Background: an optimization exercise with open tools, aiming at small area, a short achievable clock period and few clock cycles per item. Do not read the settings as production practice. Where RTL was checked, it was by simulation tests only, not by an equivalence proof against the original. Function not checked in runs 5 and 6: the RTL went through the layout flow alone. Power is estimated from default activity; no workload was simulated.

`flow/constraint.sdc`:
```
create_clock -name core_clock -period 4.5 [get_ports {clk}]
set_input_delay 0.9000 -clock core_clock [delete_from_list [all_inputs] [get_ports {clk}]]
set_output_delay 0.9000 -clock core_clock [all_outputs]
set_load 0.01 [all_outputs]
```
`flow/standard.sh`:
```
#!/bin/bash
# synth_recipe.tcl (not shown) runs the flow's synth.tcl, then flattens the netlist and writes it again
# the make line also repeats each setting of config.mk as NAME=value (left out here)
make -C /OpenROAD-flow-scripts/flow DESIGN_CONFIG=/design/flow/config.mk WORK_HOME=/design/flow/orfs CLKGATE_MAP_FILE= SYNTH_SCRIPT=/design/flow/synth_recipe.tcl "${@:-finish}"
```
`flow/config.mk`:
```
export PLATFORM = sky130hd
export DESIGN_NAME = tpe_fparse
export DESIGN_NICKNAME = tpe_fparse
export VERILOG_FILES = /design/flow/design.v
export SDC_FILE = /design/flow/constraint.sdc
export NUM_CORES = 4
export LEC_CHECK = 0
export ABC_CLOCK_PERIOD_IN_PS = 1500
export CAP_MARGIN = 20
export CORE_MARGIN = 2
export CORE_UTILIZATION = 40
export CTS_CLUSTER_DIAMETER = 100
export CTS_CLUSTER_SIZE = 28
export SETUP_SLACK_MARGIN = 2.3
export SLEW_MARGIN = 20
```
`flow/design.v`:
```
module tpe_fparse (
    input  wire         clk,
    input  wire         rst,
    input  wire         in_valid,
    input  wire [7:0]   in_data,
    input  wire         in_last,
    output reg          in_ready,
    output reg          out_valid,
    input  wire         out_ready,
    output reg          out_end,
    output wire [7:0]   out_kind,
    output reg          out_success,
    output reg  [31:0]  out_word,
    output wire [15:0]  out_period,
    output reg          out_flag,
    output reg  [103:0] out_temps,
    output reg  [15:0]  out_cursor
);
    localparam [7:0]  SYNC0       = 8'hCA;
    localparam [7:0]  SYNC1       = 8'hFE;
    localparam [15:0] CRC_POLY    = 16'h1021;
    localparam [15:0] CRC_INIT    = 16'hFFFF;
    function [15:0] crc_byte;
        input [15:0] c_in;
        input [7:0]  b;
        reg   [15:0] c;
        integer      i;
        begin
            c = c_in ^ {b, 8'h00};
            for (i = 0; i < 8; i = i + 1)
                c = c[15] ? ((c << 1) ^ CRC_POLY) : (c << 1);
            crc_byte = c;
        end
    endfunction
    reg  [8:0]  fidx;          
    reg  [8:0]  flen;          
    reg         at_last;       
    reg         stopped;       
    reg  [15:0] crc_rx;
    reg  [15:0] crc;
    reg  [2:0]  kind;
    reg         chk;           
    reg  [3:0]  crcgood;       
    reg         lastp;         
    reg         fresh;         
    reg         end_pending;
    reg         end_zero;      
    reg         zq;            
    assign out_kind   = {5'd0, kind};
    assign out_period = out_temps[15:0];
    wire out_free = !out_valid || out_ready;
    wire take = in_valid && in_ready;
    wire wr = !out_valid;      
    wire type_ok = (in_data[7:3] == 5'd0) && (in_data[2:0] != 3'd0) && (in_data[2:0] != 3'd7);
    reg  hdr_bad;
    always @(*) begin
        case (fidx)
            9'd0:    hdr_bad = (in_data != SYNC0);
            9'd1:    hdr_bad = (in_data != SYNC1);
            9'd4:    hdr_bad = !type_ok;
            default: hdr_bad = 1'b0;
        endcase
    end
    wire f6 = (fidx == 9'd6);
    wire frame_done = f6 ? (in_data == 8'd0) : at_last;
    wire [15:0] crc_next = crc_byte(crc, in_data);
    reg  rec_len_ok;
    always @(*) begin
        case (kind)
            3'd4:    rec_len_ok = (flen >= 9'd24);
            3'd3:    rec_len_ok = (flen >= 9'd13);
            3'd6:    rec_len_ok = (flen != 9'd7);
            default: rec_len_ok = 1'b1;
        endcase
    end
    wire        crc_ok   = chk && (&crcgood);
    wire        rec_b    = crc_ok && rec_len_ok;
    wire [9:0]  csum_lo  = {1'b0, out_cursor[8:0]} + {1'b0, flen};
    wire [6:0]  cur_hi1  = out_cursor[15:9] + 7'd1;
    wire [15:0] csum     = {csum_lo[9] ? cur_hi1 : out_cursor[15:9], csum_lo[8:0]};
    integer k;
    always @(posedge clk) begin
        case (fidx)
            9'd2: crc_rx[7:0]  <= in_data;
            9'd3: crc_rx[15:8] <= in_data;
            9'd4: if (wr) kind        <= in_data[2:0];
            9'd5: if (wr) out_success <= (in_data != 8'd0);
            9'd7: if (wr) out_flag    <= (in_data != 8'd0);
            9'd6: flen <= {1'b0, in_data} + 9'd7;
            default: ;
        endcase
        for (k = 0; k < 4; k = k + 1)
            if (wr && fidx == 9'd7 + k) out_word[8*k +: 8] <= in_data;
        for (k = 0; k < 13; k = k + 1)
            if (wr && fidx == 9'd11 + k) out_temps[8*k +: 8] <= in_data;
        if (fidx < 9'd4)
            crc <= CRC_INIT;
        else if (take)
            crc <= crc_next;
        for (k = 0; k < 4; k = k + 1)
            crcgood[k] <= (crc_next[4*k +: 4] == crc_rx[4*k +: 4]);
    end
    reg s0v, s0e, s1v, s1z, s2v;
    reg cur_zero;
    reg restart;
    always @(posedge clk) begin
        s0v = out_valid;   s0e = out_end;
        s1v = end_pending; s1z = end_zero;
        s2v = zq;
        cur_zero = 1'b0;
        restart = take && (in_last || frame_done);
        if (rst) begin
            fidx        <= 9'd0;
            at_last     <= 1'b0;
            stopped     <= 1'b0;
            chk         <= 1'b0;
            lastp       <= 1'b0;
            fresh       <= 1'b1;
            end_pending <= 1'b0;
            end_zero    <= 1'b0;
            zq          <= 1'b0;
            out_valid   <= 1'b0;
            in_ready    <= 1'b1;
        end else begin
            chk   <= take && frame_done && !stopped;
            lastp <= take && in_last;
            if (restart) begin
                fidx    <= 9'd0;
                at_last <= 1'b0;
            end else if (take) begin
                fidx    <= fidx + 9'd1;
                at_last <= f6 ? (in_data == 8'd1) : (fidx + 9'd2 == flen);
            end
            if (take && in_last)
                stopped <= 1'b0;
            else if ((take && !stopped && hdr_bad) || (chk && !(&crcgood) && !lastp))
                stopped <= 1'b1;
            if (crc_ok)
                fresh <= 1'b0;
            if (lastp)
                fresh <= 1'b1;
            if (fresh && !out_valid && !lastp)
                cur_zero = 1'b1;
            if (out_free) begin
                s0v = s1v;  s0e = 1'b1;
                if (s1v && s1z)
                    cur_zero = 1'b1;
                s1v = s2v;  s1z = 1'b1;
                s2v = 1'b0;
            end
            if (rec_b) begin
                s0v = 1'b1; s0e = 1'b0;
                if (lastp) begin
                    s1v = 1'b1; s1z = 1'b0;
                end
            end else if (lastp) begin
                if (!s0v) begin
                    s0v = 1'b1; s0e = 1'b1;
                    if (fresh) cur_zero = 1'b1;
                end else if (!s1v) begin
                    s1v = 1'b1; s1z = s0e;
                    if (fresh && !s0e) cur_zero = 1'b1;
                end else
                    s2v = 1'b1;
            end
            if (crc_ok)
                out_cursor <= csum;
            else if (cur_zero)
                out_cursor <= 16'd0;
            out_valid   <= s0v;
            out_end     <= s0e;
            end_pending <= s1v;
            end_zero    <= s1z;
            zq          <= s2v;
            in_ready    <= !(take && in_last) && !s2v &&
                           !(s0v && (take ? (!restart && fidx >= 9'd3) : (fidx >= 9'd4)));
        end
    end
endmodule
```
`flow/flow/run.sh`:
```
#!/bin/bash
# The standard layout, with plain buf_1 cells as the port buffers.
set -euo pipefail
export BUFFER_PORTS_ARGS="-buffer_cell sky130_fd_sc_hd__buf_1"
bash standard.sh > standard_flow.log 2>&1
```
==> reports/qor.csv, run 1 <==
metric,value,unit
status,timing/DRC/antenna clean,
vias in the first global route,5413,
detailed placer's ending HPWL,15.0,mm
Core Rows,54,
Hold Slack,0.486,ns
drc violations,0,
Final period util,46.7,%
VDD IR max,0.334,mV
"Primary FF master, synth",edfxtp_1,
clk sinks,222,
first-pass GRT wire length,32.7,mm
Avg Inst Size Synth,14.6,um^2
most frequent cell after synthesis,edfxtp_1,
GPL Wtd Cong,0.812,
initial antenna violation count,0,
CP Max Fanout,11,
DR WL/cell,19.8,um
Worst Tran Pin Value,0.722,ns
die width,154,um
Via Count,5506,
Tmin final,2.10,ns
final max-slew violation count,0,
cell area after synthesis,9020,um^2
CP endpoint kind,flip-flop,
Mapped Cells,617,
first drt pass iteration count,5,
Fin Clk Skew,0.0208,ns
Worst-Skew Late Latency,0.48,ns
Worst R2R End,at_last$_SDFFE_PP0P_,
filler instances,1946,
CTS Buffer Depth,3,
CTS root buf,clkbuf_16,
Area Growth Syn to Fin,17.4,%
PwrDens,353,nW/um^2
Via density,5.06,
register area share after synthesis,69.6,%
Synth area leaders,"edfxtp_1 61%, dfxtp_1 8.7%, xnor2_1 4.7%",
fraction of layout cells with a size suffix above 1,12.1,%
Clock transition at path regs,0.11,ns
Starting DRT DRC Count,396,
CP startpoint kind,flip-flop,
Final Hold Fails,0,
I/O pin count,194,
Post-Route Setup TNS,0,ns
Initial Util,41.1,%
Hold Crit Class,flip-flop to flip-flop,
MaxCap Viol Count,0,
Yosys top cell area share,60.9,%
FF-to-FF setup slack,2.40,ns
Final Net Count,838,
core box area,22000,um^2
Fmax,476,MHz
final setup violation count,0,
die height,154,um
Yosys cell types,62,
total CTS buffers,12,
Post-CTS Hold Buffers,0,
critical path arrival,2.52,ns
most instantiated cells after synthesis,"183 x edfxtp_1, 48 x xnor2_1, 39 x dfxtp_1, 36 x nand2_1, 36 x nor2_1",
Buffers on Ports,188,
Worst Hold Depth,2,
r2r worst-path depth,7,
die footprint,23800,um^2
register bit total from synthesis,222,
Overflow after GRT,0,
Critical R2R Launch,fidx[2]$_SDFFE_PP0P_,
RSZ-0062 raised after global routing,yes,
CTS tree,done,
asr flop ratio synth,0,%
hold path start,fresh$_SDFFE_PP1P_,
Antenna Nets Post-Route,0,
gr usage total,17.9,%
Worst Hold Path EP,fresh$_SDFFE_PP1P_,
slew margin rel.,51.5,%
number of synthesized flops with an enable pin,183,
Critical Path RT,4.92,ns
critical path class,flip-flop to flip-flop,
Leak,3.50,nW
Ant. Diodes,0,
Routed WL,21.5,mm
CTS H-tree depth,1,
Ys Warns,1,
largest net degree at the start of global routing,34,
Yosys top cell by area,edfxtp_1,
critical path, cell delays in order (launching register included):
cell	delay (ns)
dfxtp_4	0.47
ha_1	0.28
nand3_2	0.13
xnor2_1	0.17
or3b_2	0.48
a221oi_2	0.30
o22ai_1	0.12
nor2_1	0.10
repair_timing:
| item | 4_1_cts | 5_1_grt |
|---|---|---|
| setup endpoints to repair | 120 | 146 |
| resized for setup | 19 | 30 |
| setup buffers | 3 | 6 |
| hold endpoints to repair | 0 | 0 |
| pin swaps | 4 | 5 |
| gates cloned | 1 | 0 |
worst max-delay path by stage:
| stage | start | endpoint | slack, ns | depth (start not counted) |
|---|---|---|---|---|
| 2_1_floorplan | fidx[5]$_SDFFE_PP0P_ | out_temps[32]$_DFFE_PP_ | 2.30 | 4 |
| 3_3_place_gp | in_data[2] | crcgood[1]$_DFF_P_ | 1.77 | 6 |
| 5_1_grt | fidx[5]$_SDFFE_PP0P_ | crc_rx[3]$_DFFE_PN_ | 2.27 | 3 |
| 4_1_cts | fidx[5]$_SDFFE_PP0P_ | out_word[6]$_DFFE_PP_ | 2.05 | 3 |
| 3_5_place_dp | in_data[0] | fidx[1]$_SDFFE_PP0P_ | 1.67 | 8 |
| 6_report | fidx[2]$_SDFFE_PP0P_ | at_last$_SDFFE_PP0P_ | 2.40 | 7 |
state kept, by name, summed over array words and instances, names as in the netlist, 3 cells and up:
signal	cells
crc	16
crc_rx	16
crcgood	4
fidx	9
flen	9
kind	3
out_cursor	16
out_temps	104
out_word	32
cell usage in the layout (no fill, tap or decap), drive strengths merged, types with 2 or more instances in the layout:
cell type    n
buf        205
edfxtp     183
xnor2       55
dfxtp       39
nand2       38
nor2        36
inv         24
xor2        21
ha          21
nand3       19
and2        19
clkbuf      18
o211ai      16
o21ai       12
nor4        11
nor3        10
nor2b        8
a21oi        8
and3         8
a31oi        7
nand4        6
conb         5
nand2b       4
or3          3
a211oi       3
or2          2
a21o         2
o22ai        2
nor4b        2
final cells by class:
type | count | area [um^2] | area share, %
clock inverters | 3 | 58.8 | 0.555
clock buffers | 17 | 340 | 3.21
multi-input cells | 339 | 2620 | 24.8
repair buffers | 206 | 846 | 7.99
flip-flops and latches | 222 | 6290 | 59.4
inverters | 22 | 82.6 | 0.780
well taps | 280 | 350 | 3.31
layer usage:
| layer | wire length [um] | GRT usage (%) | share of wire, % | vias to the layer above |
|---|---|---|---|---|
| met5 | 0 | 0 | 0 | - |
| met4 | 295 | 3.47 | 1.4 | 0 |
| met3 | 1120 | 2.87 | 5.2 | 25 |
| met2 | 10900 | 31.3 | 51 | 176 |
| met1 | 9180 | 23.8 | 43 | 2732 |
| li1 | - | - | - | 2573 |
kinds of logic after synthesis:
kind of cell | after synthesis | synth area share (%)
multiplexers | 1 | 0.111
AND/OR/NAND/NOR | 172 | 10.2
XOR/XNOR | 76 | 8.75
adder cells (fa/ha/maj) | 22 | 3.14
AO/OA/AOI/OAI | 62 | 4.66
flip-flops | 222 | 69.6
buffers and inverters | 61 | 3.55
other | 1 | 0.0416
per-stage QoR:
stage / instances / total power, mW / util (%) / instance area [um^2] / worst slack (ns)
6_report: 1089 / 3.73 / 48.2 / 10600 / 2.40
5_1_grt: 1089 / 3.85 / 48.2 / 10600 / 2.27
4_1_cts: 1083 / 3.76 / 47.5 / 10400 / 2.05
3_5_place_dp: 1059 / 2.51 / 45.3 / 9950 / 1.67
3_3_place_gp: 1059 / 2.51 / 45.3 / 9950 / 1.77
2_1_floorplan: 621 / 2.43 / - / 9050 / 2.30
report_power, final:
part / switching [mW] / internal [mW] / total [mW]
Combinational: 0.141 / 0.0781 / 0.219
Sequential: 0.0162 / 2.23 / 2.25
Clock: 0.656 / 0.609 / 1.27
Total: 0.814 / 2.92 / 3.73
Testbench counts, summed over its fixed seeds: cycles 60,390, bytes 59,167.
==> run 2: changes to the inputs <==
--- a/flow/config.mk
+++ b/flow/config.mk
@@ -5,7 +5,7 @@
 export SDC_FILE = /design/flow/constraint.sdc
 export NUM_CORES = 4
 export LEC_CHECK = 0
-export ABC_CLOCK_PERIOD_IN_PS = 1500
+export ABC_CLOCK_PERIOD_IN_PS = 2000
 export CAP_MARGIN = 20
 export CORE_MARGIN = 2
 export CORE_UTILIZATION = 40
==> run 2 against run 1 <==
  * Critical path depth did not move
  * Sequential share of layout area unchanged
  * Synthesized cell count stayed put
  * Die area is the same
  * Worst hold slack is the same
  * Power unchanged
  * Register-to-register slack barely moved
  * First-iteration DRC count stayed put
  * Flip-flop and latch count is the same
  * Clock skew unchanged
  * Non-clock buffer count unchanged
  * Global-route usage did not move
==> reports/qor.csv, run 2 <==
metric,value,unit,change
status,timing/DRC/antenna clean,,unchanged
CP endpoint kind,flip-flop,,unchanged
Fmax,476,MHz,unchanged
max reg flops,104,,unchanged
Final period util,46.7,%,unchanged
CTS H-tree depth,1,,unchanged
asr flop ratio synth,0,%,unchanged
core box area,22000,um^2,unchanged
die height,154,um,unchanged
Antenna Nets Post-Route,0,,unchanged
critical path's slowest cell,or3b_2,,unchanged
critical path class,flip-flop to flip-flop,,unchanged
Leak,3.50,nW,unchanged
slew margin rel.,51.5,%,unchanged
vias in the first global route,5413,,unchanged
total CTS buffers,12,,unchanged
PwrDens,353,nW/um^2,unchanged
CTS root buf,clkbuf_16,,unchanged
largest net degree at the start of global routing,34,,unchanged
DR WL/cell,19.8,um,unchanged
first drt pass iteration count,5,,unchanged
CTS Buffer Depth,3,,unchanged
die footprint,23800,um^2,unchanged
Final Hold Fails,0,,unchanged
register area share after synthesis,69.6,%,unchanged
Worst Tran Pin Value,0.722,ns,unchanged
final max-slew violation count,0,,unchanged
Area Growth Syn to Fin,17.4,%,unchanged
MaxCap Viol Count,0,,unchanged
Starting DRT DRC Count,396,,unchanged
initial antenna violation count,0,,unchanged
Initial Util,41.1,%,unchanged
Buffers on Ports,188,,unchanged
final setup violation count,0,,unchanged
"leading cell type in the layout, fill and taps excluded",buf_1,,unchanged
Synth area leaders,"edfxtp_1 61%, dfxtp_1 8.7%, xnor2_1 4.7%",,unchanged
Hold Slack,0.486,ns,unchanged
GPL Wtd Cong,0.812,,unchanged
Core Rows,54,,unchanged
detailed placer's ending HPWL,15.0,mm,unchanged
Biggest register,out_temps,,unchanged
clk sinks,222,,unchanged
Via Count,5506,,unchanged
Routed WL,21.5,mm,unchanged
drc violations,0,,unchanged
Post-CTS Hold Buffers,0,,unchanged
Critical Path RT,4.92,ns,about the same
die width,154,um,unchanged
Yosys cell types,62,,unchanged
Post-DP Area,9950,um^2,unchanged
CP Max Fanout,11,,unchanged
Ys Warns,1,,unchanged
critical path arrival,2.52,ns,about the same
Ant. Diodes,0,,unchanged
first-pass GRT wire length,32.7,mm,unchanged
Yosys top cell area share,60.9,%,unchanged
Avg Inst Size Synth,14.6,um^2,unchanged
Hold Crit Class,flip-flop to flip-flop,,unchanged
Final Net Count,838,,unchanged
gr usage total,17.9,%,unchanged
register bit total from synthesis,222,,unchanged
CTS tree,done,,unchanged
cell area after synthesis,9020,um^2,unchanged
most frequent cells in the layout,"184 x buf_1, 183 x edfxtp_1, 47 x xnor2_1, 35 x nor2_1",,unchanged
biggest regs,"out_temps x104, out_word x32",,unchanged
"Largest stage delay, worst path",0.48,ns,about the same
Fin Clk Skew,0.0208,ns,unchanged
worst-path cell chain,ha_1 > nand3_2 > xnor2_1 > or3b_2 > a221oi_2 > o22ai_1 > nor2_1,,unchanged
design area,10600,um^2,unchanged
VDD IR max,0.334,mV,unchanged
most instantiated cells after synthesis,"183 x edfxtp_1, 48 x xnor2_1, 39 x dfxtp_1, 36 x nand2_1, 36 x nor2_1",,unchanged
CP startpoint kind,flip-flop,,unchanged
most frequent cell after synthesis,edfxtp_1,,unchanged
Clock transition at path regs,0.11,ns,about the same
Via density,5.06,,unchanged
Mapped Cells,617,,unchanged
Overflow after GRT,0,,unchanged
Worst-Skew Late Latency,0.48,ns,about the same
RSZ-0062 raised after global routing,yes,,unchanged
Tmin final,2.10,ns,unchanged
I/O pin count,194,,unchanged
final worst slack,2.40,ns,unchanged
"Primary FF master, synth",edfxtp_1,,unchanged
Final Power,3.73,mW,unchanged
Post-Route Setup TNS,0,ns,unchanged
number of synthesized flops with an enable pin,183,,unchanged
fraction of layout cells with a size suffix above 1,12.1,%,unchanged
pre-CTS WS,1.67,ns,unchanged
Yosys top cell by area,edfxtp_1,,unchanged
run 2: cell counts in the layout (fill, tap and decap cells not counted):
Identical to the previous run, type by type.
run 2: kinds of logic after synthesis:
logic type,synth area share (%)
AO/OA/AOI/OAI,4.66
XOR/XNOR,8.75
adder cells (fa/ha/maj),3.14
buffers and inverters,3.55
flip-flops,69.6
multiplexers,0.111
other,0.0416
AND/OR/NAND/NOR,10.2
run 2: repair_timing:
action                                  in CTS  in global routing
gates resized for setup                     19                 30
setup buffers                                3                  6
pin swaps                                    4                  5
cloned                                       1                  0
endpoints found under the setup margin     120                146
run 2: area by class of cell:
cell class,instances,area (um^2)
clock buffers,17,340
clock inverters,3,58.8
fillers,1946,11400
inverters,22,82.6
multi-input cells,339,2620
flip-flops and latches,222,6290
well taps,280,350
repair buffers,206,846
run 2: routing by layer:
metal	track usage [%]	routed length [um]	up-vias	part of all wire, %
li1	-	-	2573	-
met1	23.8	9180	2732	43
met3	2.87	1120	25	5.2
met4	3.47	295	0	1.4
met5	0	0	-	0
met2	31.3	10900	176	51
run 2: where the power goes:
group	leakage (nW)	internal, mW	switching (mW)	total (mW)
Combinational	1.33	0.0781	0.141	0.219
Sequential	1.99	2.23	0.0162	2.25
Clock	0.193	0.609	0.656	1.27
run 2: worst max-delay path: cells and delay by family, from the launching register on:
family / cells / cell delay, ns
AO/OA/AOI/OAI: 2 / 0.42
XOR/XNOR: 1 / 0.17
adder cells (fa/ha/maj): 1 / 0.28
flip-flops: 1 / 0.47
AND/OR/NAND/NOR: 3 / 0.71
run 2: per-stage QoR:
step | cells | utilization [%]
after floorplan | 621 | -
after global placement | 1059 | 45.3
after detailed placement | 1059 | 45.3
after CTS | 1083 | 47.5
after global routing | 1089 | 48.2
final | 1089 | 48.2
run 2: final timing paths:
check | from | end | slack [ns] | depth (start not counted)
hold / removal | fresh$_SDFFE_PP1P_ | fresh$_SDFFE_PP1P_ | 0.49 | 2
hold reg to reg | fresh$_SDFFE_PP1P_ | fresh$_SDFFE_PP1P_ | 0.49 | 2
setup / recovery | fidx[2]$_SDFFE_PP0P_ | at_last$_SDFFE_PP0P_ | 2.40 | 7
setup reg to reg | fidx[2]$_SDFFE_PP0P_ | at_last$_SDFFE_PP0P_ | 2.40 | 7
==> run 3: changes to the inputs <==
--- a/flow/config.mk
+++ b/flow/config.mk
@@ -5,6 +5,7 @@
 export SDC_FILE = /design/flow/constraint.sdc
 export NUM_CORES = 4
 export LEC_CHECK = 0
+export ABC_AREA = 1
 export ABC_CLOCK_PERIOD_IN_PS = 2000
 export CAP_MARGIN = 20
 export CORE_MARGIN = 2
==> run 3 against run 2 <==
  * Clock-buffer cell count up 1
  * Highest routed layer unchanged
  * Clock skew is 0.0021 ns higher
  * Largest cell class unchanged
  * Core utilization grew 0.098 points
  * Flip-flop and latch count is the same
  * Final cell count up 18%
  * Via count increased by 15%
  * Synthesized cell count increased by 28%
==> reports/qor.csv, run 3 <==
metric,value,unit,change
gr usage total,17.9,%,about the same
I/O pin count,194,,unchanged
Via density,4.94,,was 5.06
Routed WL,22.5,mm,was 21.5 mm
Antenna Nets Post-Route,0,,unchanged
"Primary FF master, synth",edfxtp_1,,unchanged
Reg area,6280,um^2,was 6290 um^2
Simple-Gate Fraction of Synth Area,13.4,%,was 10.2%
design area,11000,um^2,was 10600 um^2
non-filler cells in the finished layout,1281,,was 1089
vias in the first global route,5874,,was 5413
asr flop ratio synth,0,%,unchanged
most frequent cell after synthesis,edfxtp_1,,unchanged
Adder-Cell Fraction of Synth Area,3.04,%,was 3.14%
CTS root buf,clkbuf_16,,unchanged
CTS H-tree depth,1,,unchanged
Avg Inst Size Synth,11.8,um^2,was 14.6 um^2
final design utilization,48.3,%,was 48.2%
first-pass GRT wire length,33.7,mm,was 32.7 mm
detailed placer's ending HPWL,16.1,mm,was 15.0 mm
number of synthesized flops with an enable pin,183,,unchanged
final worst slack,2.32,ns,was 2.40 ns
MaxCap Viol Count,0,,unchanged
Yosys cell types,41,,was 62
Worst-Skew Late Latency,0.48,ns,about the same
largest family of logic cells by synthesized area,simple AND/OR/NAND/NOR gates,,unchanged
max reg flops,104,,unchanged
total CTS buffers,12,,unchanged
fraction of layout cells with a size suffix above 1,9.94,%,was 12.1%
Starting DRT DRC Count,512,,was 396
Overflow after GRT,0,,unchanged
Final Net Count,1025,,was 838
mux share of post-synthesis cell area,0,%,was 0.111%
Post-Synth XOR/XNOR Area,4.88,%,was 8.75%
final setup violation count,0,,unchanged
VDD IR max,0.239,mV,was 0.334 mV
Post-CTS Hold Buffers,0,,unchanged
Core Rows,55,,was 54
Post-Route Setup TNS,0,ns,unchanged
Final Power,3.76,mW,was 3.73 mW
first drt pass iteration count,5,,unchanged
CP startpoint kind,flip-flop,,unchanged
Biggest register,out_temps,,unchanged
Area Growth Syn to Fin,18.0,%,was 17.4%
Clock transition at path regs,0.11,ns,about the same
Post-DP Area,10300,um^2,was 9950 um^2
die footprint,24500,um^2,was 23800 um^2
critical path class,flip-flop to flip-flop,,unchanged
core box area,22700,um^2,was 22000 um^2
GPL Wtd Cong,0.905,,was 0.812
Multi-input gate area,2640,um^2,was 2620 um^2
Fin Clk Skew,0.0228,ns,was 0.0208 ns
slew margin rel.,45.4,%,was 51.5%
drc violations,0,,unchanged
PwrDens,343,nW/um^2,was 353 nW/um^2
critical path arrival,2.28,ns,was 2.52 ns
CP endpoint kind,flip-flop,,unchanged
Hold Crit Class,flip-flop to flip-flop,,unchanged
Fmax,459,MHz,was 476 MHz
Synth area leaders,"edfxtp_1 59%, dfxtp_1 8.4%, nand2_1 5.7%",,"was edfxtp_1 61%, dfxtp_1 8.7%, xnor2_1 4.7%"
Yosys top cell area share,59.1,%,was 60.9%
CTS tree,done,,unchanged
Ys Warns,1,,unchanged
die height,156,um,was 154 um
cell area after synthesis,9300,um^2,was 9020 um^2
largest net degree at the start of global routing,30,,was 34
pre-CTS WS,1.75,ns,was 1.67 ns
clk sinks,222,,unchanged
CP Max Fanout,8,,was 11
Ant. Diodes,0,,unchanged
Via Count,6334,,was 5506
CTS Buffer Depth,3,,unchanged
RSZ-0062 raised after global routing,yes,,unchanged
Synth Area in Compound Gates,5.09,%,was 4.66%
status,timing/DRC/antenna clean,,unchanged
DR WL/cell,17.6,um,was 19.8 um
biggest regs,"out_temps x104, out_word x32",,unchanged
Critical Path RT,4.60,ns,was 4.92 ns
register bit total from synthesis,222,,unchanged
Hold Slack,0.444,ns,was 0.486 ns
Tmin final,2.18,ns,was 2.10 ns
die width,156,um,was 154 um
Final period util,48.4,%,was 46.7%
Yosys top cell by area,edfxtp_1,,unchanged
initial antenna violation count,0,,unchanged
Initial Util,41.0,%,was 41.1%
filler instances,2047,,was 1946
Buffers on Ports,188,,unchanged
final max-slew violation count,0,,unchanged
Worst Tran Pin Value,0.816,ns,was 0.722 ns
"leading cell type in the layout, fill and taps excluded",edfxtp_1,,was buf_1
most instantiated cells after synthesis,"183 x edfxtp_1, 142 x nand2_1, 86 x inv_1, 66 x nor2_1, 40 x a21oi_1",,"was 183 x edfxtp_1, 48 x xnor2_1, 39 x dfxtp_1, 36 x nand2_1, 36 x nor2_1"
placed cell count,1248,,was 1059
Mapped Cells,788,,was 617
register area share after synthesis,67.5,%,was 69.6%
Final Hold Fails,0,,unchanged
Leak,4.03,nW,was 3.50 nW
most frequent cells in the layout,"183 x edfxtp_1, 182 x buf_1, 138 x nand2_1, 84 x inv_1, 58 x nor2_1",,"was 184 x buf_1, 183 x edfxtp_1, 47 x xnor2_1, 35 x nor2_1"
## run 3: cell count changes in the layout (fill, tap and decap cells not counted), moves of 12 or more
cell     previous run  this run
and2_2             13         0
o21ai_0             9        26
a21oi_1             7        38
xor2_1             19        31
nor2_1             35        58
nand2_1            34       138
buf_4              18        30
inv_1              22        84
xnor2_1            47        12
## run 3: kinds of logic (layout without fill, tap and decap cells)
group | after synthesis | in the layout
flip-flops | 222 | 222
other | 1 | 5
AO/OA/AOI/OAI | 86 | 86
XOR/XNOR | 47 | 47
buffers and inverters | 124 | 328
AND/OR/NAND/NOR | 286 | 286
adder cells (fa/ha/maj) | 22 | 22
## run 3: routing by layer
metal  global-route usage [%]  share of wire (%)
met1                     24.8                 45
met2                     29.0                 47
met3                     3.74                6.8
met4                     4.24                1.3
met5                        0                  0
## run 3: cell type report
| cell class | count | share of cell area, % |
|---|---|---|
| Clock inverter | 2 | 0.296 |
| Tap cell | 285 | 3.25 |
| Timing Repair Buffer | 219 | 8.79 |
| Multi-Input combinational cell | 446 | 24.1 |
| Clock buffer | 18 | 3.33 |
| Inverter | 89 | 3.08 |
| Sequential cell | 222 | 57.2 |
## run 3: report_power, final
part           internal, mW  switching [mW]  total (mW)
combinational        0.0780           0.174       0.252
sequential             2.24          0.0183        2.26
clock                 0.587           0.665        1.25
total                  2.91           0.857        3.76
## run 3: timing repair
| action | CTS | global route |
|---|---|---|
| pin swaps | 0 | 6 |
| endpoints found under the setup margin | 42 | 106 |
| setup buffers | 1 | 12 |
| hold endpoints to repair | 0 | 0 |
| gates resized for setup | 11 | 33 |
## run 3: critical path, cell delays in order, from the launching register on
cell      delay [ns]
dfxtp_1         0.44
nor2_4          0.16
nand3b_2        0.22
nor2_1          0.23
nand2_1         0.11
nor2_1          0.63
## run 3: final timing paths
kind,startpoint,end,slack (ns),cells past startpoint
max,fidx[4]$_SDFFE_PP0P_,out_temps[1]$_DFFE_PP_,2.32,5
min,stopped$_SDFFE_PP0P_,chk$_SDFF_PP0_,0.44,1
max reg2reg,fidx[4]$_SDFFE_PP0P_,out_temps[1]$_DFFE_PP_,2.32,5
min reg2reg,stopped$_SDFFE_PP0P_,chk$_SDFF_PP0_,0.44,1
==> run 4: changes to the inputs <==
--- a/flow/config.mk
+++ b/flow/config.mk
@@ -5,11 +5,10 @@
 export SDC_FILE = /design/flow/constraint.sdc
 export NUM_CORES = 4
 export LEC_CHECK = 0
-export ABC_AREA = 1
 export ABC_CLOCK_PERIOD_IN_PS = 2000
 export CAP_MARGIN = 20
 export CORE_MARGIN = 2
-export CORE_UTILIZATION = 40
+export CORE_UTILIZATION = 55
 export CTS_CLUSTER_DIAMETER = 100
 export CTS_CLUSTER_SIZE = 28
 export SETUP_SLACK_MARGIN = 2.3
==> run 4 against run 3 <==
  * Fmax rose by 0.67%
  * Power fell by 6.2%
  * Highest routed layer unchanged
  * Sequential share of layout area increased by 2.8 points
  * Worst hold slack about the same
  * Largest cell class unchanged
  * Clock power shrank 15%
  * Critical path depth rose by 4
  * Die area decreased by 29%
  * Non-clock buffer count shrank 11
  * Area after synthesis shrank 3.0%
  * Critical path type unchanged
  * Wire length decreased by 3.1%
  * Clock-buffer cell count down 3
  * First-iteration DRC count shrank 23%
  * Still clean
==> reports/qor.csv, run 4 <==
metric,value,unit,change
Biggest register,out_temps,,unchanged
"Primary FF master, synth",edfxtp_1,,unchanged
worst-path cell chain,ha_2 > inv_1 > fa_2 > nor2b_4 > o21ai_2 > a21o_1 > a31oi_2 > xnor2_1 > nor2_1,,was nor2_4 > nand3b_2 > nor2_1 > nand2_1 > nor2_1
die height,132,um,was 156 um
die width,132,um,was 156 um
CP startpoint kind,flip-flop,,unchanged
"Largest stage delay, worst path",0.48,ns,was 0.63 ns
Yosys top cell area share,60.9,%,was 59.1%
Worst-Skew Late Latency,0.46,ns,was 0.48 ns
Overflow after GRT,0,,unchanged
Mapped Cells,617,,was 788
total CTS buffers,11,,was 12
largest net degree at the start of global routing,34,,was 30
Final Net Count,839,,was 1025
number of synthesized flops with an enable pin,183,,unchanged
Clock transition at path regs,0.11,ns,about the same
core box area,15900,um^2,was 22700 um^2
cell area after synthesis,9020,um^2,was 9300 um^2
final setup violation count,0,,unchanged
drc violations,0,,unchanged
asr flop ratio synth,0,%,unchanged
DR WL/cell,21.3,um,was 17.6 um
Post-DP Area,9880,um^2,was 10300 um^2
Hold Crit Class,flip-flop to flip-flop,,unchanged
Area Growth Syn to Fin,16.1,%,was 18.0%
CTS tree,done,,unchanged
Initial Util,56.6,%,was 41.0%
Simple-Gate Fraction of Synth Area,10.2,%,was 13.4%
critical path class,flip-flop to flip-flop,,unchanged
r2r worst-path depth,9,,was 5
Core Rows,46,,was 55
initial antenna violation count,0,,unchanged
Ys Warns,1,,unchanged
GPL Wtd Cong,0.824,,was 0.905
Fmax,462,MHz,was 459 MHz
design area,10500,um^2,was 11000 um^2
"leading cell type in the layout, fill and taps excluded",buf_1,,was edfxtp_1
Via Count,5631,,was 6334
Avg Inst Size Synth,14.6,um^2,was 11.8 um^2
Starting DRT DRC Count,394,,was 512
mux share of post-synthesis cell area,0.111,%,was 0%
final max-slew violation count,0,,unchanged
Buffers on Ports,188,,unchanged
Leak,3.48,nW,was 4.03 nW
PwrDens,337,nW/um^2,was 343 nW/um^2
I/O pin count,194,,unchanged
RSZ-0062 raised after global routing,yes,,unchanged
CTS root buf,clkbuf_16,,unchanged
max reg flops,104,,unchanged
Synth area leaders,"edfxtp_1 61%, dfxtp_1 8.7%, xnor2_1 4.7%",,"was edfxtp_1 59%, dfxtp_1 8.4%, nand2_1 5.7%"
Routed WL,21.8,mm,was 22.5 mm
register area share after synthesis,69.6,%,was 67.5%
register bit total from synthesis,222,,unchanged
first-pass GRT wire length,32.6,mm,was 33.7 mm
slew margin rel.,53.5,%,was 45.4%
Synth Area in Compound Gates,4.66,%,was 5.09%
critical path's slowest cell,edfxtp_1,,was nor2_1
Post-CTS Hold Buffers,0,,unchanged
Yosys cell types,62,,was 41
Final Hold Fails,0,,unchanged
final design utilization,65.7,%,was 48.3%
Post-Synth XOR/XNOR Area,8.75,%,was 4.88%
gr usage total,24.4,%,was 17.9%
most frequent cells in the layout,"184 x buf_1, 183 x edfxtp_1, 46 x xnor2_1, 35 x dfxtp_1",,"was 183 x edfxtp_1, 182 x buf_1, 138 x nand2_1, 84 x inv_1, 58 x nor2_1"
die footprint,17400,um^2,was 24500 um^2
Adder-Cell Fraction of Synth Area,3.14,%,was 3.04%
CP endpoint kind,flip-flop,,unchanged
Yosys top cell by area,edfxtp_1,,unchanged
most frequent cell after synthesis,edfxtp_1,,unchanged
Ant. Diodes,0,,unchanged
Antenna Nets Post-Route,0,,unchanged
status,timing/DRC/antenna clean,,unchanged
biggest regs,"out_temps x104, out_word x32",,unchanged
Critical Path RT,4.72,ns,was 4.60 ns
Post-Route Setup TNS,0,ns,unchanged
MaxCap Viol Count,0,,unchanged
first drt pass iteration count,5,,unchanged
most instantiated cells after synthesis,"183 x edfxtp_1, 48 x xnor2_1, 39 x dfxtp_1, 36 x nand2_1, 36 x nor2_1",,"was 183 x edfxtp_1, 142 x nand2_1, 86 x inv_1, 66 x nor2_1, 40 x a21oi_1"
detailed placer's ending HPWL,14.9,mm,was 16.1 mm
Worst Hold Depth,1,,unchanged
CTS H-tree depth,1,,unchanged
largest family of logic cells by synthesized area,simple AND/OR/NAND/NOR gates,,unchanged
VDD IR max,0.261,mV,was 0.239 mV
vias in the first global route,5537,,was 5874
CP Max Fanout,3,,was 8
Tmin final,2.17,ns,was 2.18 ns
Final period util,48.1,%,was 48.4%
Worst Tran Pin Value,0.692,ns,was 0.816 ns
CTS Buffer Depth,3,,unchanged
critical path arrival,2.38,ns,was 2.28 ns
Via density,5.50,,was 4.94
Fin Clk Skew,0.0145,ns,was 0.0228 ns
clk sinks,222,,unchanged
fraction of layout cells with a size suffix above 1,12.5,%,was 9.94%
==> run 4: kinds of logic after synthesis <==
family                     after synthesis
xor gates and xnor gates                76
other                                    1
muxes                                    1
and+or+nand+nor                        172
DFF                                    222
AOI/OAI and AO/OA                       62
buffers and inverters                   61
adders and majority gates               22
==> run 4: worst paths after layout <==
| kind | startpoint | slack (ns) | end |
|---|---|---|---|
| worst max register to register | flen[0]$_DFFE_PN_ | 2.33 | out_cursor[8]$_SDFFCE_PN0P_ |
| worst max-delay path | flen[0]$_DFFE_PN_ | 2.33 | out_cursor[8]$_SDFFCE_PN0P_ |
| worst min register to register | stopped$_SDFFE_PP0P_ | 0.44 | chk$_SDFF_PP0_ |
| worst min-delay path | stopped$_SDFFE_PP0P_ | 0.44 | chk$_SDFF_PP0_ |
==> run 4: area by class of cell <==
| type | count | area, um^2 |
|---|---|---|
| Multi-Input combinational cell | 339 | 2670 |
| Clock buffer | 15 | 290 |
| Sequential cell | 222 | 6280 |
| Fill cell | 1242 | 5470 |
| Timing Repair Buffer | 208 | 877 |
| Clock inverter | 1 | 3.75 |
| Inverter | 22 | 82.6 |
| Tap cell | 216 | 270 |
==> run 4: where the power goes <==
group          internal [mW]  switching [mW]  leakage, nW
combinational         0.0801           0.145         1.36
sequential              2.23          0.0151         1.98
clock                  0.458           0.598        0.142
==> run 4: what timing repair did <==
| item | in CTS | in global routing |
|---|---|---|
| cloned | 1 | 0 |
| buffers inserted | 2 | 8 |
| setup endpoints to repair | 100 | 147 |
| resized for setup | 21 | 36 |
| pin swaps | 4 | 13 |
==> run 4: per-layer routing <==
layer	share of wire [%]	wire length, um	vias to the layer above	GRT usage [%]
met2	49	10700	228	41.1
met4	2.2	483	0	6.04
met5	0	0	-	0
met3	7.0	1520	36	4.50
met1	42	9120	2789	33.2
li1	-	-	2578	-
==> run 4: worst max-delay path: cells and delay by family, from the launching register on <==
| kind | cells | cell delay [ns] |
|---|---|---|
| flops | 1 | 0.48 |
| compound gates | 3 | 0.50 |
| xor+xnor | 1 | 0.14 |
| buf+inv | 1 | 0.05 |
| simple gates | 2 | 0.18 |
| fa+ha+maj | 2 | 0.58 |
==> run 4: through the flow <==
step | hold WS (ns) | setup slack [ns] | total power [mW] | std cells
3_3_place_gp | 0.436 | 1.80 | 2.50 | 996
4_1_cts | 0.439 | 2.12 | 3.54 | 1015
3_5_place_dp | 0.418 | 1.72 | 2.51 | 996
5_1_grt | 0.471 | 2.23 | 3.63 | 1023
6_report | 0.444 | 2.33 | 3.53 | 1023
2_1_floorplan | 0.402 | 2.30 | 2.43 | 621
==> run 5: changes to the inputs <==
--- a/flow/design.v
+++ b/flow/design.v
@@ -33,7 +33,7 @@
         end
     endfunction
     reg  [8:0]  fidx;          
-    reg  [8:0]  flen;          
+    reg  [8:0]  lastidx;       
     reg         at_last;       
     reg         stopped;       
     reg  [15:0] crc_rx;
@@ -67,15 +67,15 @@
     reg  rec_len_ok;
     always @(*) begin
         case (kind)
-            3'd4:    rec_len_ok = (flen >= 9'd24);
-            3'd3:    rec_len_ok = (flen >= 9'd13);
-            3'd6:    rec_len_ok = (flen != 9'd7);
+            3'd4:    rec_len_ok = (lastidx >= 9'd23);
+            3'd3:    rec_len_ok = (lastidx >= 9'd12);
+            3'd6:    rec_len_ok = (lastidx != 9'd6);
             default: rec_len_ok = 1'b1;
         endcase
     end
     wire        crc_ok   = chk && (&crcgood);
     wire        rec_b    = crc_ok && rec_len_ok;
-    wire [9:0]  csum_lo  = {1'b0, out_cursor[8:0]} + {1'b0, flen};
+    wire [9:0]  csum_lo  = {1'b0, out_cursor[8:0]} + {1'b0, lastidx} + 10'd1;
     wire [6:0]  cur_hi1  = out_cursor[15:9] + 7'd1;
     wire [15:0] csum     = {csum_lo[9] ? cur_hi1 : out_cursor[15:9], csum_lo[8:0]};
     integer k;
@@ -86,7 +86,7 @@
             9'd4: if (wr) kind        <= in_data[2:0];
             9'd5: if (wr) out_success <= (in_data != 8'd0);
             9'd7: if (wr) out_flag    <= (in_data != 8'd0);
-            9'd6: flen <= {1'b0, in_data} + 9'd7;
+            9'd6: lastidx <= {1'b0, in_data} + 9'd6;
             default: ;
         endcase
         for (k = 0; k < 4; k = k + 1)
@@ -103,6 +103,7 @@
     reg s0v, s0e, s1v, s1z, s2v;
     reg cur_zero;
     reg restart;
+    wire [8:0] fidx_inc = fidx + 9'd1;
     always @(posedge clk) begin
         s0v = out_valid;   s0e = out_end;
         s1v = end_pending; s1z = end_zero;
@@ -128,8 +129,8 @@
                 fidx    <= 9'd0;
                 at_last <= 1'b0;
             end else if (take) begin
-                fidx    <= fidx + 9'd1;
-                at_last <= f6 ? (in_data == 8'd1) : (fidx + 9'd2 == flen);
+                fidx    <= fidx_inc;
+                at_last <= f6 ? (in_data == 8'd1) : (fidx_inc == lastidx);
             end
             if (take && in_last)
                 stopped <= 1'b0;
--- a/flow/config.mk
+++ b/flow/config.mk
@@ -11,5 +11,5 @@
 export CORE_UTILIZATION = 55
 export CTS_CLUSTER_DIAMETER = 100
 export CTS_CLUSTER_SIZE = 28
-export SETUP_SLACK_MARGIN = 2.3
+export SETUP_SLACK_MARGIN = 2.45
 export SLEW_MARGIN = 20
==> run 5 against run 4 <==
  * Critical endpoint is now in_ready$_SDFF_PP1_
  * Clock skew grew 0.0096 ns
  * Synthesized cell count shrank 1.1%
  * Clock-buffer cell count shrank 2
  * Sequential share of layout area shrank 2.5 points
==> reports/qor.csv, run 5 <==
metric,value,unit,change
status,timing/DRC/antenna clean,,unchanged
Area Growth Syn to Fin,23.7,%,was 16.1%
Ant. Diodes,0,,unchanged
core box area,15800,um^2,was 15900 um^2
Critical R2R Launch,fidx[5]$_SDFFE_PP0P_,,was flen[0]$_DFFE_PN_
critical path's top delay family,simple AND/OR/NAND/NOR gates,,was adder cells
r2r worst-path depth,6,,was 9
worst-path cell chain,or4_4 > nor4_4 > mux2i_2 > nor2b_4 > o22a_1 > a211oi_2,,was ha_2 > inv_1 > fa_2 > nor2b_4 > o21ai_2 > a21o_1 > a31oi_2 > xnor2_1 > nor2_1
Worst R2R End,in_ready$_SDFF_PP1_,,was out_cursor[8]$_SDFFCE_PN0P_
CTS tree,done,,unchanged
Worst path depth,6,,was 9
Final Net Count,860,,was 839
Clock transition at path regs,0.11,ns,about the same
Worst Tran Pin Value,0.516,ns,was 0.692 ns
drc violations,0,,unchanged
Final Hold Fails,0,,unchanged
PwrDens,323,nW/um^2,was 337 nW/um^2
Overflow after GRT,0,,unchanged
combinational share of power,7.1,%,was 6.4%
Biggest register,out_temps,,unchanged
Starting DRT DRC Count,439,,was 394
Tmin final,2.26,ns,was 2.17 ns
design area,10900,um^2,was 10500 um^2
Worst setup endpoint,in_ready$_SDFF_PP1_,,was out_cursor[8]$_SDFFCE_PN0P_
placed cell count,984,,was 996
Ys Warns,1,,unchanged
final design utilization,69.2,%,was 65.7%
Fmax,442,MHz,was 462 MHz
Multi-input gate area,2670,um^2,about the same
total CTS buffers,11,,unchanged
detailed placer's ending HPWL,14.1,mm,was 14.9 mm
Via Count,5761,,was 5631
Net Switching,0.750,mW,was 0.758 mW
CP Max Fanout,4,,was 3
Final period util,50.2,%,was 48.1%
biggest regs,"out_temps x104, out_word x32",,unchanged
Antenna Nets Post-Route,0,,unchanged
die footprint,17100,um^2,was 17400 um^2
Buffers on Ports,188,,unchanged
CTS Buffer Depth,3,,unchanged
Via density,5.50,,about the same
CP startpoint kind,flip-flop,,unchanged
DR WL/cell,20.4,um,was 21.3 um
MaxCap Viol Count,0,,unchanged
vias in the first global route,5345,,was 5537
Critical path buffers and inverters,0,,was 1
critical path arrival,2.63,ns,was 2.38 ns
Fin Clk Skew,0.0241,ns,was 0.0145 ns
Final Power,3.53,mW,about the same
most frequent cells in the layout,"183 x edfxtp_1, 181 x buf_1, 40 x xnor2_1, 40 x buf_4, 32 x dfxtp_1",,"was 184 x buf_1, 183 x edfxtp_1, 46 x xnor2_1, 35 x dfxtp_1"
Critical Path RT,4.87,ns,was 4.72 ns
CTS root buf,clkbuf_16,,unchanged
Initial Util,55.9,%,was 56.6%
Synth area leaders,"edfxtp_1 62%, dfxtp_1 8.8%, xnor2_1 4.6%",,"was edfxtp_1 61%, dfxtp_1 8.7%, xnor2_1 4.7%"
first drt pass iteration count,6,,was 5
Hold Crit Class,flip-flop to flip-flop,,unchanged
die width,131,um,was 132 um
fraction of layout cells with a size suffix above 1,19.6,%,was 12.5%
initial antenna violation count,0,,unchanged
gr usage total,23.8,%,was 24.4%
register bit total from synthesis,222,,unchanged
CTS H-tree depth,1,,unchanged
critical path's slowest cell,or4_4,,was edfxtp_1
"leading cell type in the layout, fill and taps excluded",edfxtp_1,,was buf_1
Worst-Skew Late Latency,0.47,ns,was 0.46 ns
most frequent cell after synthesis,edfxtp_1,,unchanged
RSZ-0062 raised after global routing,yes,,unchanged
non-filler cells in the finished layout,1048,,was 1023
cell area after synthesis,8850,um^2,was 9020 um^2
GPL Wtd Cong,0.803,,was 0.824
critical path class,flip-flop to flip-flop,,unchanged
Reg area,6290,um^2,was 6280 um^2
filler instances,1179,,was 1242
final setup violation count,0,,unchanged
largest net degree at the start of global routing,44,,was 34
CP startpoint,fidx[5]$_SDFFE_PP0P_,,was flen[0]$_DFFE_PN_
Clk pwr share,29.3,%,was 29.9%
Yosys cell types,60,,was 62
Routed WL,21.3,mm,was 21.8 mm
Post-Route Setup TNS,0,ns,unchanged
first-pass GRT wire length,30.5,mm,was 32.6 mm
CP endpoint kind,flip-flop,,unchanged
die height,131,um,was 132 um
number of synthesized flops with an enable pin,183,,unchanged
Core Rows,46,,unchanged
final max-slew violation count,0,,unchanged
"Largest stage delay, worst path",0.58,ns,was 0.48 ns
Yosys top cell by area,edfxtp_1,,unchanged
Flop pwr share,63.6,%,was 63.7%
Mapped Cells,610,,was 617
"Primary FF master, synth",edfxtp_1,,unchanged
switching fraction of total power,21.2,%,was 21.5%
Leak,3.69,nW,was 3.48 nW
Post-DP Area,9860,um^2,was 9880 um^2
internal power,2.78,mW,was 2.77 mW
slew margin rel.,65.6,%,was 53.5%
VDD IR max,0.284,mV,was 0.261 mV
most instantiated cells after synthesis,"183 x edfxtp_1, 46 x xnor2_1, 39 x dfxtp_1, 35 x nor2_1, 31 x nand2_1",,"was 183 x edfxtp_1, 48 x xnor2_1, 39 x dfxtp_1, 36 x nand2_1, 36 x nor2_1"
clk sinks,222,,unchanged
FF-to-FF setup slack,2.24,ns,was 2.33 ns
asr flop ratio synth,0,%,unchanged
register area share after synthesis,70.9,%,was 69.6%
I/O pin count,194,,unchanged
Yosys top cell area share,62.1,%,was 60.9%
max reg flops,104,,unchanged
Avg Inst Size Synth,14.5,um^2,was 14.6 um^2
-- run 5: changes by cell type in the layout (fill, tap and decap cells not counted), moves of 6 or more --
cell and change:
ha_1 -8, buf_12 +8, buf_6 +10, xnor2_1 -6, buf_4 +22, inv_1 -8
and2_4 +10, and2_2 -11
-- run 5: logic make-up (layout without fill, tap and decap cells) --
kind of cell             count (synthesis)  count (layout)  share of synthesized area [%]
XOR/XNOR                                68              68                           6.73
AND/OR/NAND/NOR                        161             161                           9.81
multiplexers                             7               7                          0.806
flip-flops                             222             222                           70.9
other                                    1               5                         0.0424
adder cells (fa/ha/maj)                 16              16                           2.35
AO/OA/AOI/OAI                           73              74                           5.70
buffers and inverters                   62             279                           3.62
-- run 5: worst register-to-register path: cells and delay by family, from the launching register on --
| family | cells | cell delay (ns) |
|---|---|---|
| muxes | 1 | 0.31 |
| AOI/OAI and AO/OA | 2 | 0.22 |
| and+or+nand+nor | 3 | 1.26 |
| DFF | 1 | 0.36 |
-- run 5: timing repair --
action	4_1_cts	5_1_grt
pin swaps	19	14
cloned	2	0
hold buffers	0	0
resized for setup	50	34
setup buffers	29	19
endpoints found under the hold margin	0	0
endpoints found under the setup margin	211	191
-- run 5: through the flow --
stage	hold WS, ns	setup WS, ns
global route	0.454	2.19
global placement	0.429	1.64
CTS	0.435	2.30
detailed placement	0.428	1.49
floorplan	0.399	2.07
finish	0.433	2.24
-- run 5: layer usage --
layer / vias up / track usage [%] / wire length (um)
met3: 26 / 4.52 / 1570
met5: - / 0 / 0
met1: 2827 / 33.0 / 8950
li1: 2644 / - / -
met4: 0 / 4.82 / 345
met2: 264 / 39.9 / 10500
-- run 5: cell type report --
class                           count  share of cell area (%)
Tap cell                          216                    2.47
Sequential cell                   222                    57.5
Inverter                           19                   0.720
Multi-Input combinational cell    331                    24.4
Clock inverter                      1                  0.0343
Timing Repair Buffer              246                    12.3
Clock buffer                       13                    2.58
-- run 5: power by group through the flow --
| stage | sequential, mW | clock [mW] | combinational (mW) |
|---|---|---|---|
| floorplan | 2.30 | 0 | 0.129 |
| global placement | 2.30 | 0 | 0.197 |
| detailed placement | 2.30 | 0 | 0.202 |
| CTS | 2.25 | 1.05 | 0.228 |
| global route | 2.25 | 1.11 | 0.271 |
| finish | 2.25 | 1.04 | 0.250 |
-- run 5: worst min-delay path by stage --
stage | startpoint | end | slack, ns | cells after the start
global route | stopped$_SDFFE_PP0P_ | chk$_SDFF_PP0_ | 0.45 | 1
CTS | stopped$_SDFFE_PP0P_ | chk$_SDFF_PP0_ | 0.44 | 1
detailed placement | stopped$_SDFFE_PP0P_ | chk$_SDFF_PP0_ | 0.43 | 1
finish | stopped$_SDFFE_PP0P_ | chk$_SDFF_PP0_ | 0.43 | 1
global placement | stopped$_SDFFE_PP0P_ | chk$_SDFF_PP0_ | 0.43 | 1
floorplan | stopped$_SDFFE_PP0P_ | chk$_SDFF_PP0_ | 0.40 | 1
==> run 6: changes to the inputs <==
--- a/flow/config.mk
+++ b/flow/config.mk
@@ -8,7 +8,7 @@
 export ABC_CLOCK_PERIOD_IN_PS = 2000
 export CAP_MARGIN = 20
 export CORE_MARGIN = 2
-export CORE_UTILIZATION = 55
+export CORE_UTILIZATION = 40
 export CTS_CLUSTER_DIAMETER = 100
 export CTS_CLUSTER_SIZE = 28
 export SETUP_SLACK_MARGIN = 2.45
==> run 6 against run 5 <==
  * Still clean
  * Sequential share of layout area decreased by 0.88 points
  * First-iteration DRC count decreased by 28%
  * Combinational power decreased by 2%
  * Core utilization decreased by 18 points
  * Critical path depth increased by 4
  * Worst hold slack improved by 0.024 ns
  * Global-route usage decreased by 6.0 points
  * Clock-buffer cell count increased by 3
  * Via count increased by 0.85%
  * Synthesized cell count unchanged
  * Area after synthesis unchanged
  * Die area increased by 36%
==> reports/qor.csv, run 6 <==
metric,value,unit,change
CTS H-tree depth,1,,unchanged
Starting DRT DRC Count,318,,was 439
most frequent cells in the layout,"183 x edfxtp_1, 181 x buf_1, 42 x buf_4, 39 x xnor2_1",,"was 183 x edfxtp_1, 181 x buf_1, 40 x xnor2_1, 40 x buf_4, 32 x dfxtp_1"
vias in the first global route,5609,,was 5345
biggest regs,"out_temps x104, out_word x32",,unchanged
Yosys cell types,60,,unchanged
Adder-Cell Fraction of Synth Area,2.35,%,unchanged
"Primary FF master, synth",edfxtp_1,,unchanged
Hold Crit Class,flip-flop to flip-flop,,unchanged
Post-Route Setup TNS,0,ns,unchanged
Worst-Skew Late Latency,0.48,ns,was 0.47 ns
core box area,21800,um^2,was 15800 um^2
Ys Warns,1,,unchanged
Avg Inst Size Synth,14.5,um^2,unchanged
Worst Tran Pin Value,0.549,ns,was 0.516 ns
PwrDens,338,nW/um^2,was 323 nW/um^2
most instantiated cells after synthesis,"183 x edfxtp_1, 46 x xnor2_1, 39 x dfxtp_1, 35 x nor2_1, 31 x nand2_1",,unchanged
Synth Area in Compound Gates,5.70,%,unchanged
Routed WL,21.5,mm,was 21.3 mm
I/O pin count,194,,unchanged
final max-slew violation count,0,,unchanged
initial antenna violation count,1,,was 0
DR WL/cell,19.3,um,was 20.4 um
Final Hold Fails,0,,unchanged
die footprint,23300,um^2,was 17100 um^2
total CTS buffers,12,,was 11
Final Net Count,859,,was 860
slew margin rel.,63.4,%,was 65.6%
Area Growth Syn to Fin,25.7,%,was 23.7%
Via Count,5810,,was 5761
Yosys top cell by area,edfxtp_1,,unchanged
number of synthesized flops with an enable pin,183,,unchanged
register bit total from synthesis,222,,unchanged
drc violations,0,,unchanged
Fin Clk Skew,0.0221,ns,was 0.0241 ns
detailed placer's ending HPWL,14.3,mm,was 14.1 mm
largest net degree at the start of global routing,44,,unchanged
first drt pass iteration count,5,,was 6
GPL Wtd Cong,0.827,,was 0.803
Hold Slack,0.457,ns,was 0.433 ns
CP startpoint kind,flip-flop,,unchanged
Fmax,459,MHz,was 442 MHz
Final period util,48.5,%,was 50.2%
CTS tree,done,,unchanged
Ant. Diodes,0,,unchanged
asr flop ratio synth,0,%,unchanged
CP Max Fanout,2,,was 4
status,timing/DRC/antenna clean,,unchanged
clk sinks,222,,unchanged
Tmin final,2.18,ns,was 2.26 ns
CP endpoint kind,flip-flop,,unchanged
critical path class,flip-flop to flip-flop,,unchanged
Synth area leaders,"edfxtp_1 62%, dfxtp_1 8.8%, xnor2_1 4.6%",,unchanged
register area share after synthesis,70.9,%,unchanged
first-pass GRT wire length,32.7,mm,was 30.5 mm
critical path arrival,2.41,ns,was 2.63 ns
Biggest register,out_temps,,unchanged
Clock transition at path regs,0.11,ns,about the same
Antenna Nets Post-Route,0,,unchanged
die width,153,um,was 131 um
max reg flops,104,,unchanged
Mapped Cells,610,,unchanged
RSZ-0062 raised after global routing,yes,,unchanged
Via density,5.21,,was 5.50
Critical Path RT,4.73,ns,was 4.87 ns
fraction of layout cells with a size suffix above 1,20.0,%,was 19.6%
final design utilization,51.1,%,was 69.2%
Core Rows,54,,was 46
Post-Synth XOR/XNOR Area,6.73,%,unchanged
filler instances,1832,,was 1179
gr usage total,17.8,%,was 23.8%
Overflow after GRT,0,,unchanged
largest family of logic cells by synthesized area,simple AND/OR/NAND/NOR gates,,unchanged
"leading cell type in the layout, fill and taps excluded",edfxtp_1,,unchanged
CTS root buf,clkbuf_16,,unchanged
final setup violation count,0,,unchanged
Simple-Gate Fraction of Synth Area,9.81,%,unchanged
Leak,3.72,nW,was 3.69 nW
VDD IR max,0.250,mV,was 0.284 mV
most frequent cell after synthesis,edfxtp_1,,unchanged
Yosys top cell area share,62.1,%,unchanged
Initial Util,40.7,%,was 55.9%
mux share of post-synthesis cell area,0.806,%,unchanged
CTS Buffer Depth,3,,unchanged
die height,153,um,was 131 um
MaxCap Viol Count,0,,unchanged
Buffers on Ports,188,,unchanged
Post-CTS Hold Buffers,0,,unchanged
cell area after synthesis,8850,um^2,unchanged
-- run 6: cell counts after synthesis --
No cell type changed its count.
-- run 6: final cells by class --
class	instances	area [um^2]	area share, %
repair buffers	244	1290	11.6
clock buffers	16	337	3.03
multi-input cells	331	2710	24.4
clock inverters	3	61.3	0.551
inverters	19	78.8	0.709
well taps	280	350	3.15
flip-flops and latches	222	6290	56.6
-- run 6: cell families (layout without fill, tap and decap cells) --
logic type | Yosys count | after routing
AO/OA/AOI/OAI | 73 | 74
XOR/XNOR | 68 | 68
adder cells (fa/ha/maj) | 16 | 16
buffers and inverters | 62 | 282
flip-flops | 222 | 222
multiplexers | 7 | 7
other | 1 | 5
AND/OR/NAND/NOR | 161 | 161
-- run 6: timing repair --
action	in CTS	in global routing
gates cloned	1	0
gates resized for setup	52	43
hold endpoints to repair	0	0
endpoints found under the setup margin	215	190
setup buffers	30	16
pin swaps	22	21
-- run 6: routing by layer --
layer	GRT usage, %	share of wire (%)	vias to the layer above
met1	24.6	44	2867
met2	29.7	48	264
met4	3.66	1.7	2
met3	3.04	6.8	29
li1	-	-	2648
met5	0	0.056	-
-- run 6: stage by stage --
stage / area (um^2) / power, mW / instances / setup slack (ns)
after global placement: 9950 / 2.50 / 1049 / 1.46
after global routing: 11100 / 3.88 / 1115 / 2.23
after detailed placement: 9950 / 2.50 / 1049 / 1.35
after floorplan: 9130 / 2.42 / 614 / 2.07
final: 11100 / 3.75 / 1115 / 2.32
after CTS: 10800 / 3.76 / 1099 / 2.27
-- run 6: where the power goes --
| group | switching, mW | internal (mW) | leakage (nW) | total (mW) |
|---|---|---|---|---|
| clock network | 0.652 | 0.607 | 0.194 | 1.26 |
| logic | 0.147 | 0.0974 | 1.54 | 0.244 |
| registers | 0.0155 | 2.23 | 1.99 | 2.25 |
-- run 6: worst paths after layout --
path	slack (ns)	start	depth (start not counted)	endpoint
max	2.32	lastidx[0]$_DFFE_PN_	10	out_cursor[8]$_SDFFCE_PN0P_
min	0.46	stopped$_SDFFE_PP0P_	1	chk$_SDFF_PP0_
max reg2reg	2.32	lastidx[0]$_DFFE_PN_	10	out_cursor[8]$_SDFFCE_PN0P_
min reg2reg	0.46	stopped$_SDFFE_PP0P_	1	chk$_SDFF_PP0_
-- run 6: critical path, stage by stage, from the launching register on --
cell and delay (ns):
edfxtp_1 0.44, inv_2 0.10, ha_4 0.13, inv_2 0.03
fa_2 0.34, a21o_1 0.17, a21oi_2 0.13, o21bai_1 0.11
a211oi_2 0.24, or4_1 0.16, nand2_1 0.06

re-timing with driven ports:
How much do the figures lean on ideal ports? The routed layouts below were timed once more, with nothing changed but the port constraints.
Step 1, drivers: a clkbuf_16 drives clk and a buf_2 each remaining input, both assumed.
Step 2 moves the port delays by t, midway between the first and last clock arrival at a register: inputs arrive t later, outputs are due t later. That takes back most of the time a late clock gives input paths.
Three values: ideal, step 1, step 2; two values: the first two.
run | t, ns | setup slack, ns | worst slew at a driven data input, ns
run 1 | 0.512 | 2.398 / 2.360 / 1.991 | 0.05
run 2 | 0.512 | 2.398 / 2.360 / 1.991 | 0.05
run 3 | 0.518 | 2.320 / 2.320 / 2.001 | 0.04
run 4 | 0.497 | 2.334 / 2.334 / 1.990 | 0.07
run 5 | 0.501 | 2.239 / 2.239 / 1.864 | 0.07
run 6 | 0.506 | 2.320 / 2.320 / 1.819 | 0.09
After both steps every run listed still meets setup and hold. The setup slack of run 6, which loses most, moves by 0.000 ns with the drivers and by -0.501 ns with both steps.
